Source: an optimization exercise on an open RTL-to-GDS flow (aim: small area, a short achievable clock period and few clock cycles per item). Production flows keep margins and buffers that such runs may drop. Function was checked by simulation only, so behaviour that the tests miss may differ from the original.

P:
==> flow/design.v (excerpt) <==
module cvt_gen (
    input  wire        clk,
    input  wire        rst,
    input  wire        i_valid,
    output wire        o_ready,
    input  wire [11:0] i_h_active,
    input  wire [11:0] i_v_active,
    input  wire [7:0]  i_refresh,
    input  wire [7:0]  i_rb,
    input  wire        i_interlaced,
    input  wire        i_margins,
    output wire        o_valid,
    input  wire        i_ready,
    output wire [3:0]  o_status,
    output wire [15:0] o_h_active,
    output wire [15:0] o_h_border,
    output wire [15:0] o_h_front_porch,
    output wire [15:0] o_h_sync,
    output wire [15:0] o_h_back_porch,
    output wire [15:0] o_h_blank,
    output wire [15:0] o_h_total,
    output wire [15:0] o_v_active,
    output wire [15:0] o_v_border,
    output wire [15:0] o_v_front_porch,
    output wire [15:0] o_v_sync,
    output wire [15:0] o_v_back_porch,
    output wire [15:0] o_v_blank,
    output wire [15:0] o_v_total,
    output wire [31:0] o_pixel_clock_khz,
    output wire        o_interlaced,
    output wire        o_h_sync_positive,
    output wire        o_v_sync_positive
);
    localparam AW = 35;       
    localparam DW = 34;       
    function [23:0] radd;
        input [23:0] a, b;
        input        ci;
        integer i;
        reg c;
        begin
            c = ci;
            for (i = 0; i < 24; i = i + 1) begin
                radd[i] = a[i] ^ b[i] ^ c;
                c = (a[i] & b[i]) | (a[i] & c) | (b[i] & c);
            end
        end
    endfunction
  ...
Settings: LEC_CHECK=0, CAP_MARGIN=20, CORE_MARGIN=2, CORE_UTILIZATION=40, SETUP_SLACK_MARGIN=4, SLEW_MARGIN=20; clock period 12.5 ns.
run.sh (not shown) runs the stock make flow with config.mk's settings and CLKGATE_MAP_FILE= SYNTH_SCRIPT=/design/flow/synth_recipe.tcl, a recipe that flattens the netlist after the stock synthesis.
Testbench counts of P, summed over its fixed seeds: cycles 103,737, items 3,200.
What Q does differently from P at the input level:
- changing SETUP_SLACK_MARGIN from 4 to 5
==> run summary <==
Q | stages: all done | timing, DRC, antenna: all pass. Source of the critical timing path = Q[22]: P; source of the critical timing path = Q[21]: Q. In the tables for Q and P, cell count along the critical path reads lower with P. Lower final worst-path cycle share goes to Q over P. Q vs P: post-route cell area up. Going from P to Q, worst setup slack grows by 0.57 ns.
Changes in R relative to Q:
- SLEW_MARGIN now 5, was 20
- CAP_MARGIN now 5, was 20
Notes after the runs:
Compared to Q, R has non-clock buffer count about 0.3% lower. Diff R..Q | count of buffers added by post-CTS timing repair for setup | negligible. R: fmax 0.53% below Q. [compare] base=Q new=R: via count stayed essentially flat; setup slack shows a reduction of 0.040 ns; number of non-filler instances in the completed layout held steady; overall global routing resource usage saw little to no change.

========
== the previous run ==
cvt_gen, a different RTL version from the one above (not shown whole).
Size in the first run: roughly 3,800 cells after synthesis, ~310 I/O pins.
clock: 12.5 ns
lec_check: 0
cap_margin: 20
core_margin: 2
core_utilization: 40
setup_slack_margin: 5
slew_margin: 20
Every stage of the flow completed for the previous run, and the final layout passed the timing, DRC and antenna checks.
Testbench counts of the previous run, summed over its fixed seeds: cycles 103,737, items 3,200.
diff inputs: the previous run => the current run
- swapping 40 for 60 in CORE_UTILIZATION
Findings:
The current run has completed all stages; timing, DRC and antenna checks passed. The previous run: done, clean on timing, DRC and antenna. Summary of the current run over the previous run: worst hold margin increased 0.033 ns, number of signal-net buffers in the layout climbed 5, fraction of area in clock buffers and inverters shrank by 0.18 points.

========
== 04-07 ==
cvt_gen, a different RTL version from the one above (not shown whole).
For scale: about 3,700 cells after synthesis, ~290 flip-flops.
==> flow/config.mk <==
export PLATFORM = sky130hd
export DESIGN_NAME = cvt_gen
export DESIGN_NICKNAME = cvt_gen
export VERILOG_FILES = /design/flow/design.v
export SDC_FILE = /design/flow/constraint.sdc
export NUM_CORES = 4
export LEC_CHECK = 0
export CAP_MARGIN = 20
export CORE_MARGIN = 2
export CORE_UTILIZATION = 40
export SETUP_SLACK_MARGIN = 5
export SLEW_MARGIN = 20
==> flow/constraint.sdc <==
create_clock -name core_clock -period 12.5 [get_ports {clk}]
set_input_delay 2.5000 -clock core_clock [delete_from_list [all_inputs] [get_ports {clk}]]
set_output_delay 2.5000 -clock core_clock [all_outputs]
set_load 0.01 [all_outputs]
Testbench counts of 04-07, summed over its fixed seeds: cycles 124,944, items 3,200.
## Diff of input files: 03-09 against 04-07
- SETUP_SLACK_MARGIN: 5 -> unset
[summary]
- The run showing the greater share of layout cells above drive strength 1 is 04-07.
- Compound-cell area share of the yosys netlist: 03-09 vs 04-07 identical

========
Setup of north:
Another version of the RTL of cvt_gen (not shown whole).
Size: roughly 3,600 cells after synthesis, roughly 300 flip-flops, about 310 I/O pins, roughly 32,000 um2 of cells after synthesis.
make LEC_CHECK=0 CAP_MARGIN=20 CORE_MARGIN=2 CORE_UTILIZATION=40 SETUP_SLACK_MARGIN=5 SLEW_MARGIN=20 finish   # period 12.5 ns
north finished all stages; the layout is clean.
Testbench counts of north, summed over its fixed seeds: cycles 114,634, items 3,200.
[inputs] south vs north
==> flow/flow/run.sh (new file) <==
#!/bin/bash
# The standard layout, with the repair aiming for 7 ns of setup slack
# (the 12.5 ns clock and all constraints unchanged).
set -euo pipefail
sed 's/SETUP_SLACK_MARGIN=[0-9.]*/SETUP_SLACK_MARGIN=7/' standard.sh > standard_m7.sh
bash standard_m7.sh > flow.log 2>&1
==> flow/standard.sh (new file) <==
#!/bin/bash
# synth_recipe.tcl (not shown) runs the flow's synth.tcl, then flattens the netlist and writes it again
# the make line also repeats each setting of config.mk as NAME=value (left out here)
make -C /OpenROAD-flow-scripts/flow DESIGN_CONFIG=/design/flow/config.mk WORK_HOME=/design/flow/orfs CLKGATE_MAP_FILE= SYNTH_SCRIPT=/design/flow/synth_recipe.tcl "${@:-finish}"
removed: flow/run.sh
Notes after the runs:

## what the ideal ports hide
Ports are ideal in the flow. The routed layouts listed here were re-timed in OpenROAD.
Step 1 (the two cells are an assumption about what drives the block):
set clk [get_ports {clk}]
set_driving_cell -lib_cell sky130_fd_sc_hd__clkbuf_16 $clk
set_driving_cell -lib_cell sky130_fd_sc_hd__buf_2 [delete_from_list [all_inputs] $clk]
Step 2 adds t to the input delays and takes it off the output delays; t is the mean of the earliest and latest rising clock arrival at the registers after step 1. Input paths then give back, and output paths get back, about the clock's delay inside the block.
a / b / c = ideal / step 1 / step 2; a / b = the first two.
run	t, ns	setup slack, ns	latest minus earliest clock arrival (ns)	cell pins on the clock port's net
P	0.645	4.491 / 4.491 / 4.491	0.041 / 0.041	1
Q	0.646	5.064 / 5.064 / 5.064	0.038 / 0.038	1
R	0.649	5.024 / 5.024 / 5.024	0.035 / 0.034	1
the previous run	0.632	5.158 / 5.158 / 5.158	0.028 / 0.028	1
the current run	0.639	5.089 / 5.089 / 5.089	0.037 / 0.037	1
04-07	0.645	4.923 / 4.923 / 4.923	0.041 / 0.041	1
03-09	0.650	2.165 / 2.165 / 2.165	0.040 / 0.040	1
north	0.635	5.207 / 5.207 / 5.207	0.025 / 0.026	1
south	0.635	5.679 / 5.679 / 5.679	0.023 / 0.023	1
After both steps setup and hold are still met in every run listed.
